This design comes from an exercise in tuning for small area, a short achievable clock period and few clock cycles on the open sky130 flow, not from production work. Only simulation tests tie the RTL to the original design; equivalence was not proved.

==> design.v <==
module sha1_core (
    input  wire [1:0]   fs2,      
    input  wire [159:0] s_in,     
    input  wire [31:0]  q1s,
    input  wire [31:0]  q1c,
    input  wire [31:0]  p2s,
    input  wire [31:0]  p2c,
    output wire [159:0] s_out
);
    wire [31:0] a = s_in[159:128];
    wire [31:0] b = s_in[127:96];
    wire [31:0] c = s_in[95:64];
    wire [31:0] b30 = {b[1:0], b[31:2]};
    wire [31:0] a5  = {a[26:0], a[31:27]};
    wire [31:0] s1  = a5 ^ q1s ^ q1c;
    wire [31:0] c1  = {((a5 & q1s) | (a5 & q1c) | (q1s & q1c)), 1'b0};
    wire [31:0] a1  = s1 + c1;
    wire [31:0] f2  = ({32{fs2[0]}} & ((a & b30) | (~a & c)))
                    | ({32{fs2[1]}} & ((a & b30) | (a & c) | (b30 & c)))
                    | ({32{~fs2[0] & ~fs2[1]}} & (a ^ b30 ^ c));
    wire [31:0] v1  = f2 ^ p2s ^ p2c;
    wire [31:0] v2  = {((f2 & p2s) | (f2 & p2c) | (p2s & p2c)), 1'b0};
    wire [31:0] a15 = {a1[26:0], a1[31:27]};
    wire [31:0] s2  = a15 ^ v1 ^ v2;
    wire [31:0] c2  = {((a15 & v1) | (a15 & v2) | (v1 & v2)), 1'b0};
    wire [31:0] a2  = s2 + c2;
    assign s_out = {a2, a1, {a[1:0], a[31:2]}, b30, c};
endmodule
module otp_engine (
    input  wire         clk,
    input  wire         rst,
    input  wire         start,
    input  wire [1:0]   op,         
    input  wire [7:0]   digits,
    input  wire [7:0]   flags,      
    input  wire [31:0]  window,
    input  wire [63:0]  value,      
    input  wire [7:0]   code_len,   
    input  wire [79:0]  code,       
    input  wire [6:0]   key_len,    
    input  wire [511:0] key,        
    output wire         ready,
    output reg          done,
    output reg  [2:0]   status,
    output reg  [31:0]  result
);
    localparam OP_LOAD = 2'd0, OP_HOTP = 2'd1, OP_TOTP = 2'd2, OP_VERIFY = 2'd3;
    localparam ST_OK         = 3'd0;
    localparam ST_ERR_LENGTH = 3'd3;
    localparam ST_ERR_PARAM  = 3'd4;
    localparam ST_NO_SECRET  = 3'd6;
    localparam ST_NO_ANSWER  = 3'd7;
    localparam [159:0] SHA1_IV = 160'h67452301_EFCDAB89_98BADCFE_10325476_C3D2E1F0;
    localparam S_IDLE  = 4'd0,   
               S_DIV   = 4'd1,   
               S_INIT  = 4'd2,   
               S_RND   = 4'd3,   
               S_FF    = 4'd4,   
               S_TSH   = 4'd5,   
               S_MOD   = 4'd6,   
               S_LMASK = 4'd7,   
               S_LRND  = 4'd8,   
               S_LFF1  = 4'd9,   
               S_LBACK = 4'd10,  
               S_LXP   = 4'd11,  
               S_LFIN  = 4'd12;  
    reg [3:0]   state;
    assign ready = (state == S_IDLE);
    reg [159:0] X, Y;
    reg         xhi;         
    reg         key_valid;
    reg [159:0] s;
    reg [511:0] wv;
    reg [6:0]   t;
    reg [1:0]   phase;
    reg         outer;       
    reg         lsec;        
    reg [1:0]   op_r;
    reg [3:0]   d_r;
    reg [6:0]   kl_r;
    reg [39:0]  nib;         
    reg         bad_r;       
    reg         lenok_r;     
    reg [63:0]  quot;
    reg [31:0]  rem;         
    reg         ovf;         
    reg [31:0]  win;         
    reg [6:0]   cnt;
    reg         dskip;       
    reg [3:0]   off;
    wire [31:0] W [0:15];    
    genvar gw;
    generate for (gw = 0; gw < 16; gw = gw + 1) begin : g_w
        assign W[gw] = wv[511-32*gw -: 32];
    end endgenerate
    wire [31:0]  w0 = W[0];
    wire [31:0]  w1 = W[1];
    wire [31:0]  w2 = W[2];
    wire [159:0] s_rnd;
    reg  [31:0]  q1s, q1c;   
    reg  [31:0]  p2s, p2c;   
    reg  [1:0]   fs2;        
    sha1_core u_rnd (.fs2(fs2), .s_in(s), .q1s(q1s), .q1c(q1c), .p2s(p2s), .p2c(p2c),
                     .s_out(s_rnd));
    wire [31:0] fx0 = W[13] ^ W[8] ^ W[2] ^ W[0];
    wire [31:0] fx1 = W[14] ^ W[9] ^ W[3] ^ W[1];
    wire [63:0] w_fwd = {fx0[30:0], fx0[31], fx1[30:0], fx1[31]};
    wire [31:0] w14 = W[14];
    wire [31:0] w15 = W[15];
    wire        xo  = (state == S_LBACK) && cnt[4:3] == 2'b11;
    wire        xo0 = xo && (cnt[2:0] == 3'd0 || cnt[2:0] == 3'd4 || cnt[2:0] == 3'd5);
    wire        xo1 = xo && (cnt[2:0] == 3'd0 || cnt[2:0] == 3'd4 || cnt[2:0] == 3'd5
                             || cnt[2:0] == 3'd6);
    wire [31:0] bx0 = {w14[0], w14[31:1]} ^ W[11] ^ W[6] ^ W[0] ^ ({32{xo0}} & 32'h6A6A6A6A);
    wire [31:0] bx1 = {w15[0], w15[31:1]} ^ W[12] ^ W[7] ^ W[1] ^ ({32{xo1}} & 32'h6A6A6A6A);
    wire [63:0] w_bwd = {bx0, bx1};
    wire         use_iv = (state == S_LFF1) || (state == S_LFIN);
    wire [159:0] hsel = use_iv ? SHA1_IV : Y;
    wire [31:0]  D0 = hsel[159:128] + s[159:128];
    wire [31:0]  D1 = hsel[127:96]  + s[127:96];
    wire [31:0]  D2 = hsel[95:64]   + s[95:64];
    wire [31:0]  D3 = hsel[63:32]   + s[63:32];
    wire [31:0]  D4 = hsel[31:0]    + s[31:0];
    wire [159:0] D  = {D0, D1, D2, D3, D4};
    wire [3:0]  mk = cnt[3:0] - 4'd1;           
    wire [6:0]  mb = {mk[2:0], 3'b000};
    wire [63:0] kmask;
    genvar gb;
    generate for (gb = 0; gb < 8; gb = gb + 1) begin : g_km
        assign kmask[63-8*gb -: 8] = {8{(mb + gb) < kl_r}};
    end endgenerate
    wire [63:0] g_out = (state == S_LMASK) ? ((quot & kmask) ^ {16{8'h36}}) : quot;
    wire        lring = (state == S_LRND && !lsec && t[5]) || (state == S_LFF1);
    reg [31:0] trunc;
    always @(*) begin
        case (off[2:0])
            3'd0: trunc = w0;
            3'd1: trunc = {w0[23:0], w1[31:24]};
            3'd2: trunc = {w0[15:0], w1[31:16]};
            3'd3: trunc = {w0[7:0],  w1[31:8]};
            3'd4: trunc = w1;
            3'd5: trunc = {w1[23:0], w2[31:24]};
            3'd6: trunc = {w1[15:0], w2[31:16]};
            default: trunc = {w1[7:0], w2[31:8]};
        endcase
    end
    reg [31:0] mtop;
    reg [3:0]  msteps;
    always @(*) begin
        case (d_r)
            4'd1: begin mtop = 32'h50000000; msteps = 4'd14; end
            4'd2: begin mtop = 32'hC8000000; msteps = 4'd13; end
            4'd3: begin mtop = 32'h7D000000; msteps = 4'd11; end
            4'd4: begin mtop = 32'h4E200000; msteps = 4'd9;  end
            4'd5: begin mtop = 32'hC3500000; msteps = 4'd8;  end
            4'd6: begin mtop = 32'h7A120000; msteps = 4'd6;  end
            4'd7: begin mtop = 32'h4C4B4000; msteps = 4'd4;  end
            4'd8: begin mtop = 32'hBEBC2000; msteps = 4'd3;  end
            4'd9: begin mtop = 32'h77359400; msteps = 4'd1;  end
            default: begin mtop = 32'h00000000; msteps = 4'd0; end
        endcase
    end
    wire [35:0] r4     = {2'b00, rem, quot[63:62]};
    wire [35:0] d1_sub = r4 - {4'd0, win};
    wire [35:0] d2_sub = r4 - {3'd0, win, 1'b0};
    wire [35:0] d3_sub = r4 - {4'd0, win} - {3'd0, win, 1'b0};
    wire        qa     = ~d2_sub[35];
    wire        qb     = qa ? ~d3_sub[35] : ~d1_sub[35];
    wire [31:0] rb     = !d3_sub[35] ? d3_sub[31:0]
                       : !d2_sub[35] ? d2_sub[31:0]
                       : !d1_sub[35] ? d1_sub[31:0] : r4[31:0];
    wire [35:0] acc_nx = {1'b0, rem, 3'b000} + {3'b000, rem, 1'b0} + {32'd0, nib[39:36]};
    wire [31:0] m_in   = result;
    wire [33:0] mh     = {2'b00, win[31:1]};
    wire [33:0] m1_sub = {2'b00, m_in} - mh;
    wire [33:0] m2_sub = {2'b00, m_in} - {2'b00, win};
    wire [33:0] m3_sub = {2'b00, m_in} - {2'b00, win} - mh;
    wire [31:0] mbr    = !m3_sub[33] ? m3_sub[31:0]
                       : !m2_sub[33] ? m2_sub[31:0]
                       : !m1_sub[33] ? m1_sub[31:0] : m_in;
    wire vskip = op[1] && (value[63:32] < window);    
    wire digits_ok = (digits >= 8'd1) && (digits <= 8'd10);
    reg  bad_c;
    integer i;
    always @(*) begin
        bad_c = 1'b0;
        for (i = 0; i < 10; i = i + 1)
            if ((i < digits) && !((code[79-8*i -: 8] >= 8'h30) && (code[79-8*i -: 8] <= 8'h39)))
                bad_c = 1'b1;
    end
    reg [159:0] s_nx;
    reg [511:0] wv_nx;
    reg [1:0]   ph_nx;
    always @(*) begin
        s_nx  = s_rnd;
        wv_nx = {wv[447:0], w_fwd};
        ph_nx = phase;
        if (t == 7'd9)  ph_nx = 2'd1;
        if (t == 7'd19) ph_nx = 2'd2;
        if (t == 7'd29) ph_nx = 2'd3;
        case (state)
            S_IDLE: wv_nx = key;
            S_INIT: if (xhi) begin
                s_nx  = X;
                wv_nx = {quot, 32'h80000000, 384'd0, 32'd576};
                ph_nx = 2'd0;
            end
            S_FF: begin
                wv_nx = {D, 32'h80000000, 288'd0, 32'd672};
                s_nx  = X;
                ph_nx = 2'd0;
            end
            S_LMASK: begin
                wv_nx = {wv[447:0], g_out};
                s_nx  = SHA1_IV;
                ph_nx = 2'd0;
            end
            S_LBACK: begin
                wv_nx = {w_bwd, wv[511:64]};
                s_nx  = SHA1_IV;
                ph_nx = 2'd0;
            end
            default: ;
        endcase
        if (lring) wv_nx = {wv[447:0], g_out};
    end
    reg [31:0] k_nx;
    always @(*) begin
        case (ph_nx)
            2'd0:    k_nx = 32'h5A827999;
            2'd1:    k_nx = 32'h6ED9EBA1;
            2'd2:    k_nx = 32'h8F1BBCDC;
            default: k_nx = 32'hCA62C1D6;
        endcase
    end
    reg [63:0] w01_nx;
    always @(*) begin
        case (state)
            S_IDLE:          w01_nx = key[511:448];
            S_INIT:          w01_nx = xhi ? quot : {w2, W[3]};
            S_LBACK:         w01_nx = w_bwd;
            default:         w01_nx = {w2, W[3]};
        endcase
    end
    wire        at_ff = (state == S_FF);
    wire [31:0] pa1 = at_ff ? Y[159:128] : w01_nx[63:32];
    wire [31:0] pb1 = at_ff ? s[159:128] : 32'd0;
    wire [31:0] pa2 = at_ff ? Y[127:96]  : w01_nx[31:0];
    wire [31:0] pb2 = at_ff ? s[127:96]  : 32'd0;
    function [63:0] csa;     
        input [31:0] x, y, z;
        reg   [31:0] mj;
        begin
            mj  = (x & y) | (x & z) | (y & z);
            csa = {x ^ y ^ z, mj[30:0], 1'b0};
        end
    endfunction
    wire [31:0] fn1 = (ph_nx == 2'd0) ? ((s_nx[127:96] & s_nx[95:64]) | (~s_nx[127:96] & s_nx[63:32]))
                    : (ph_nx == 2'd2) ? ((s_nx[127:96] & s_nx[95:64]) | (s_nx[127:96] & s_nx[63:32])
                                         | (s_nx[95:64] & s_nx[63:32]))
                    : (s_nx[127:96] ^ s_nx[95:64] ^ s_nx[63:32]);
    wire [63:0] q_l1 = csa(s_nx[31:0], pa1, pb1);
    wire [63:0] q_l2 = csa(k_nx, q_l1[63:32], q_l1[31:0]);
    wire [63:0] q_l3 = csa(fn1, q_l2[63:32], q_l2[31:0]);
    wire [31:0] qn1s = q_l3[63:32];
    wire [31:0] qn1c = q_l3[31:0];
    wire [63:0] p_l1 = csa(s_nx[63:32], pa2, pb2);
    wire [63:0] p_l2 = csa(k_nx, p_l1[63:32], p_l1[31:0]);
    wire [31:0] pn2s = p_l2[63:32];
    wire [31:0] pn2c = p_l2[31:0];
    always @(posedge clk) begin
        X   <= Y;
        Y   <= X;
        xhi <= ~xhi;
        done <= 1'b0;
        s     <= s_nx;
        wv    <= wv_nx;
        phase <= ph_nx;
        fs2   <= {ph_nx == 2'd2, ph_nx == 2'd0};
        q1s   <= qn1s;
        q1c   <= qn1c;
        p2s   <= pn2s;
        p2c   <= pn2c;
        if (rst) begin
            state     <= S_IDLE;
            key_valid <= 1'b0;
            status    <= 3'd0;
        end else begin
            case (state)
                S_IDLE: begin
                    dskip   <= vskip;
                    if (vskip) begin
                        quot <= {value[31:0], 32'd0};
                        rem  <= value[63:32];
                    end else begin
                        quot <= value;
                        rem  <= 32'd0;
                    end
                    win     <= window;
                    op_r    <= op;
                    d_r     <= digits[3:0];
                    kl_r    <= key_len;
                    for (i = 0; i < 10; i = i + 1)
                        nib[39-4*i -: 4] <= code[75-8*i -: 4];
                    bad_r   <= bad_c;
                    lenok_r <= (code_len == digits);
                    cnt     <= 7'd0;
                    if (start) begin
                        status <= ST_OK;
                        case (op)
                            OP_LOAD: begin
                                if (key_len > 7'd64) begin
                                    status <= ST_ERR_LENGTH;
                                    done   <= 1'b1;
                                end else if (key_len == 7'd0) begin
                                    key_valid <= 1'b0;
                                    result    <= 32'd0;
                                    done      <= 1'b1;
                                end else begin
                                    state <= S_LMASK;
                                end
                            end
                            OP_HOTP: begin
                                if (!digits_ok)      begin status <= ST_ERR_PARAM; done <= 1'b1; end
                                else if (!key_valid) begin status <= ST_NO_SECRET; done <= 1'b1; end
                                else                 state <= S_INIT;
                            end
                            OP_TOTP: begin
                                if (!digits_ok || window == 32'd0) begin status <= ST_ERR_PARAM; done <= 1'b1; end
                                else if (!key_valid)               begin status <= ST_NO_SECRET; done <= 1'b1; end
                                else                               state <= S_DIV;
                            end
                            default: begin
                                if (!digits_ok || window == 32'd0 || flags[7:1] != 7'd0) begin
                                    status <= ST_ERR_PARAM; done <= 1'b1;
                                end else if (!flags[0] || !key_valid) begin
                                    status <= ST_NO_ANSWER; done <= 1'b1;
                                end else
                                    state <= S_DIV;
                            end
                        endcase
                    end
                end
                S_DIV: begin
                    rem  <= rb;
                    quot <= {quot[61:0], qa, qb};
                    cnt  <= cnt + 7'd1;
                    if (cnt == (dskip ? 7'd15 : 7'd31))
                        state <= S_INIT;
                end
                S_INIT: begin
                    if (xhi) begin
                        t     <= 7'd0;
                        outer <= 1'b0;
                        rem   <= 32'd0;
                        ovf   <= 1'b0;
                        state <= S_RND;
                    end
                end
                S_RND, S_LRND: begin
                    t <= t + 7'd1;
                    if (lring) quot <= {w0, w1};
                    if (state == S_RND && !outer && t < {3'd0, d_r}) begin
                        rem <= acc_nx[31:0];
                        ovf <= ovf | (acc_nx[35:32] != 4'd0);
                        nib <= {nib[35:0], 4'd0};
                    end
                    if (t == 7'd39) begin
                        if (state == S_RND) state <= S_FF;
                        else                state <= lsec ? S_LFIN : S_LFF1;
                    end
                end
                S_FF: begin
                    if (!outer) begin
                        t     <= 7'd0;
                        outer <= 1'b1;
                        state <= S_RND;
                    end else begin
                        off   <= D[3:0];
                        cnt   <= {6'd0, D[3]};
                        state <= S_TSH;
                    end
                end
                S_TSH: begin
                    cnt <= cnt - 7'd1;
                    if (cnt == 7'd0) begin
                        result <= {1'b0, trunc[30:0]};
                        win    <= mtop;
                        cnt    <= {3'd0, msteps};
                        state  <= S_MOD;
                    end
                end
                S_MOD: begin
                    if (cnt == 7'd0) begin
                        if (op_r == OP_VERIFY)
                            result <= (lenok_r && !bad_r && !ovf && rem == result) ? 32'd0 : 32'd1;
                        done  <= 1'b1;
                        state <= S_IDLE;
                    end else begin
                        result <= mbr;
                        win <= {2'b00, win[31:2]};
                        cnt <= cnt - 7'd1;
                        if (cnt == 7'd1 && op_r != OP_VERIFY) begin
                            done  <= 1'b1;
                            state <= S_IDLE;
                        end
                    end
                end
                S_LMASK: begin
                    quot   <= {w0, w1};
                    cnt    <= cnt + 7'd1;
                    if (cnt == 7'd8) begin
                        t     <= 7'd0;
                        lsec  <= 1'b0;
                        state <= S_LRND;
                    end
                end
                S_LFF1: begin
                    X     <= D;
                    xhi   <= 1'b1;
                    quot  <= {w0, w1};
                    cnt   <= 7'd0;
                    state <= S_LBACK;
                end
                S_LBACK: begin
                    cnt <= cnt + 7'd1;
                    if (cnt == 7'd31) begin
                        t     <= 7'd0;
                        lsec  <= 1'b1;
                        state <= S_LRND;
                    end
                end
                S_LFIN: begin
                    X         <= D;
                    xhi       <= 1'b0;
                    key_valid <= 1'b1;
                    result    <= 32'd0;
                    done      <= 1'b1;
                    state     <= S_IDLE;
                end
                default: state <= S_IDLE;
            endcase
        end
    end
endmodule
==> run.sh <==
#!/bin/bash
# synth_recipe.tcl (not shown) runs the flow's synth.tcl, then flattens the netlist and writes it again
# the make line also repeats each setting of config.mk as NAME=value (left out here)
make -C /OpenROAD-flow-scripts/flow DESIGN_CONFIG=/design/flow/config.mk WORK_HOME=/design/flow/orfs CLKGATE_MAP_FILE= SYNTH_SCRIPT=/design/flow/synth_recipe.tcl finish
==> config.mk <==
export PLATFORM = sky130hd
export DESIGN_NAME = otp_engine
export DESIGN_NICKNAME = otp_engine
export VERILOG_FILES = /design/flow/design.v
export SDC_FILE = /design/flow/constraint.sdc
export NUM_CORES = 4
export LEC_CHECK = 0
export CAP_MARGIN = 20
export CORE_MARGIN = 2
export CORE_UTILIZATION = 40
export PLACE_DENSITY = 0.6
export SETUP_SLACK_MARGIN = 3.3
export SLEW_MARGIN = 20
==> constraint.sdc <==
create_clock -name core_clock -period 9.0 [get_ports {clk}]
set_input_delay 1.8000 -clock core_clock [delete_from_list [all_inputs] [get_ports {clk}]]
set_output_delay 1.8000 -clock core_clock [all_outputs]
set_load 0.01 [all_outputs]
==> impl_results.rst <==
.. list-table::
   :header-rows: 1

   * - Metric
     - Value
   * - Parity-gate share of the synthesized area counting xor and xnor cells
     - 0.0802
   * - Drt first-iter violations
     - 17000
   * - Run status
     - finished clean
   * - Placed cell area
     - 102000 um^2
   * - Mean Syn Cell Area
     - 9.07 um^2
   * - Highest routing layer actually used
     - met5
   * - Post-cts hold buffer count
     - 0
   * - Number of cells on the worst hold path
     - 0
   * - Die Outline Area
     - 230000 um^2
   * - Most used flip-flop cell after synthesis
     - dfxtp_1
   * - Count of state elements after synthesis
     - 1390
   * - Clock tree buffer depth
     - 3
   * - Avg Vias per Cell
     - 6.55
   * - Final instance area
     - 111000 um^2
   * - Placed instance count
     - 13400
   * - Adder-cell area share of the yosys netlist
     - 0.145
   * - Share of post-route cells with drive strength above 1
     - 0.110
   * - DRC violations left
     - 0
   * - Worst reg2reg path startpoint
     - s[136]
   * - Initial antenna violation count
     - 70
   * - Origin of the worst min-delay path
     - X[129]
   * - Dominant combinational cell family by area after synthesis
     - compound AO/OA/AOI/OAI gates
   * - Leading cell type in the layout, fill and taps excluded
     - dfxtp_1
   * - EDFF count, synth
     - 236
   * - Fin crit share
     - 0.665
   * - First-pass GRT wire length
     - 716000 um
   * - Logic depth of the worst register-to-register path
     - 24
   * - Worst Hold Class
     - flip-flop to flip-flop
   * - Leading cell types in the layout, fill and taps excluded
     - dfxtp_1, nand2_1, inv_1
   * - Share of flip-flops with an asynchronous set or reset
     - 0
   * - Max_slew headroom
     - 0.112
   * - Netlist cell types
     - 105
   * - Slew at the pin closest to its max-slew limit
     - 1.33 ns
   * - Setup TNS
     - 0 ns
   * - Worst-case register-to-register setup slack
     - 3.02 ns
   * - Total clock sinks
     - 1390
   * - Final Non-Filler Cells
     - 13900
   * - Average detailed-routed wire length per instance
     - 38.7 um
   * - DRT Pass-1 Iters
     - 15
   * - CP max FO
     - 6
   * - Clock-pin transition on the worst setup and hold timing paths
     - 0.06 ns
   * - Half-perimeter wire length after detailed placement
     - 429000 um
   * - Placer Congestion
     - 1.09
   * - Number of CTS-inserted buffers
     - 166
   * - Max-slew violations
     - 0
   * - Sequential cell area fraction in the yosys report
     - 0.334
   * - Mapped cell area
     - 90400 um^2
   * - Final count of hold timing violations
     - 0
   * - Met3 wire length
     - 70800 um
   * - Final Core Density
     - 0.495
   * - Clock period minus final worst setup slack
     - 5.98 ns
   * - Routed wl met2
     - 221000 um
   * - Met1 routed wirelength after detailed routing
     - 202000 um
   * - Root Buffer Master
     - clkbuf_16
   * - Number of global-route vias before repair
     - 85100
   * - Number of antenna-violating nets in the routed design
     - 0
   * - Synth Area in Simple Gates
     - 0.114
   * - I/O pins
     - 761
   * - Syn. warnings
     - 1
   * - GRT Util Overall
     - 0.449
   * - Count of H-tree levels built during CTS
     - 4
   * - Number of setup violations in the final report
     - 0
   * - Count of vias placed by the detailed router
     - 91100
   * - Height of the chip
     - 479 um
   * - Startpoint types
     - flip-flop
   * - Syn Inst Count
     - 9970
   * - Synth Net Count
     - 11600
   * - Nets
     - 12300
   * - Max-cap violations
     - 0
   * - Clock insertion delay at the later pin of the skew report
     - 0.88 ns
   * - Setup crit end kind
     - flip-flop
   * - Clock Skews
     - 0.0551 ns
   * - Number of placement rows
     - 174
   * - Type of the worst setup path
     - flip-flop to flip-flop
   * - End of the worst hold path
     - Y[129]
   * - Total length of routed wires
     - 538000 um
   * - Layout area overhead
     - 22.9%
   * - Number of buffer cells added on primary ports
     - 760
   * - Reg2reg end
     - s[149]
   * - Starting density of the core
     - 0.402
   * - CTS tree
     - done
   * - Worst EP required
     - 9.76 ns
   * - Pin count of the biggest net entering global routing
     - 170
   * - Multiplexer area fraction after synthesis
     - 0.0332
   * - Fmax
     - 0.167 GHz
   * - Area fraction in compound gates after synthesis
     - 0.236
   * - Core Footprint
     - 225000 um^2
   * - Residual overflow from global routing
     - 0
   * - Die extent in x
     - 479 um
   * - RSZ-0062 raised after global routing
     - yes
   * - Arr. time, crit path
     - 6.74 ns
-- critical path: stages, from the launching register on --
cell      delay (ns)
dfxtp_4         0.37
fa_1            0.55
ha_4            0.24
a21o_1          0.16
a21o_1          0.17
a21oi_1         0.17
o21ai_2         0.13
o211ai_1        0.41
a21oi_2         0.14
o32ai_2         0.24
xnor2_1         0.23
fa_1            0.50
ha_2            0.22
fa_2            0.42
a21oi_2         0.15
o21bai_2        0.09
a31oi_2         0.22
nand4_1         0.20
buf_4           0.22
a31oi_2         0.15
o21bai_1        0.13
nand2_1         0.15
a21boi_2        0.07
or3_1           0.31
a32o_1          0.25
-- final cells by class --
type	instances	area (um^2)
diodes	39	97.6
clock buffers	248	5080
clock inverters	62	803
fillers	21300	114000
inverters	785	3010
multi-input cells	7213	57000
flip-flops and latches	1390	30200
well taps	2992	3740
repair buffers	1178	11200
-- stage by stage --
stage,setup WS [ns],hold WS [ns]
after floorplan,3.31,0.331
after global placement,2.08,0.334
after detailed placement,2.05,0.336
after CTS,3.10,0.350
after global routing,2.79,0.355
final,3.02,0.347
-- kinds of logic (layout without fill, tap and decap cells) --
family / after synthesis / in the layout
AO/OA/AOI/OAI: 3001 / 3001
buffers and inverters: 1368 / 2273
XOR/XNOR: 826 / 826
multiplexers: 278 / 278
flip-flops: 1390 / 1390
adder cells (fa/ha/maj): 859 / 859
AND/OR/NAND/NOR: 2248 / 2249
other: 0 / 39
-- what timing repair did --
item / in CTS / in global routing
cloned: 3 / 1
buffers inserted: 82 / 90
resized for setup: 209 / 234
setup endpoints to repair: 160 / 134
pin swaps: 108 / 129
-- per-layer routing --
| layer | up-vias | GRT usage |
|---|---|---|
| li1 | 37900 | - |
| met1 | 45100 | 0.565 |
| met2 | 6558 | 0.649 |
| met3 | 1487 | 0.156 |
| met4 | 46 | 0.292 |
| met5 | - | 0.0110 |
-- flip-flops by register name (all words and copies together) (netlist names), 32 cells and up --
name and flops:
win 32, nib 40, q1s 32, result 32
rem 32, Y 160, wv 512, X 160
quot 64, s 160, p2s 32
-- Yosys cell counts (all sizes together), types with 17 or more instances --
library cell | n | area, um^2
buf | 66 | 298
or2 | 30 | 188
nor2b | 58 | 363
nor2 | 457 | 1720
a22o | 80 | 702
and2 | 105 | 657
xnor2 | 582 | 5100
a211o | 17 | 149
a21o | 232 | 1740
nand3 | 99 | 500
a221o | 147 | 1470
a21oi | 600 | 3010
dfxtp | 1154 | 23100
o22ai | 27 | 169
edfxtp | 236 | 7090
o211ai | 54 | 405
nand2b | 145 | 907
mux2 | 124 | 1400
ha | 548 | 6860
o221ai | 66 | 578
a22oi | 151 | 1140
a222oi | 444 | 4440
o31ai | 48 | 365
o21bai | 62 | 465
nand2 | 987 | 3710
a31oi | 82 | 513
xor2 | 243 | 2130
and3 | 105 | 658
inv | 785 | 2950
a211oi | 71 | 538
fa | 311 | 6230
or3 | 32 | 200
clkbuf | 517 | 1940
o21a | 67 | 503
nor4 | 29 | 181
nand4 | 52 | 325
nor3 | 100 | 512
mux2i | 149 | 1490
o21ai | 647 | 3250
a221oi | 60 | 561
-- how the worst max path moves through the flow --
stage,startpoint,end,slack (ns),cells past startpoint
2_1_floorplan,s[156],s[156],3.31,25
3_3_place_gp,quot[62],rem[9],2.08,25
3_5_place_dp,quot[62],rem[9],2.05,25
4_1_cts,s[156],s[158],3.10,25
5_1_grt,s[144],s[149],2.79,22
6_report,s[136],s[149],3.02,24
Testbench counts, summed over its fixed seeds: cycles 42,624.

==> afterwards: timing with drivers on the ports <==
Ports are ideal in the flow. The routed layout listed here was re-timed in OpenROAD.
Step 1: set_driving_cell puts a clkbuf_16 on clk and a buf_2 on each other input, an assumption about the parent block.
Step 2 moves the port delays by t, midway between the first and last clock arrival at a register: inputs arrive t later, outputs are due t later. That takes back most of the time a late clock gives input paths.
Slacks: ideal / step 1 / step 2; pairs: ideal / step 1.
t, ns: 0.947
setup slack, ns: 3.016 / 3.016 / 2.389
worst register clock-pin slew, ns: 0.08 / 0.08
After both steps setup and hold are still met in this run. The setup slack of this run moves by 0.000 ns with the drivers and by -0.627 ns with both steps.
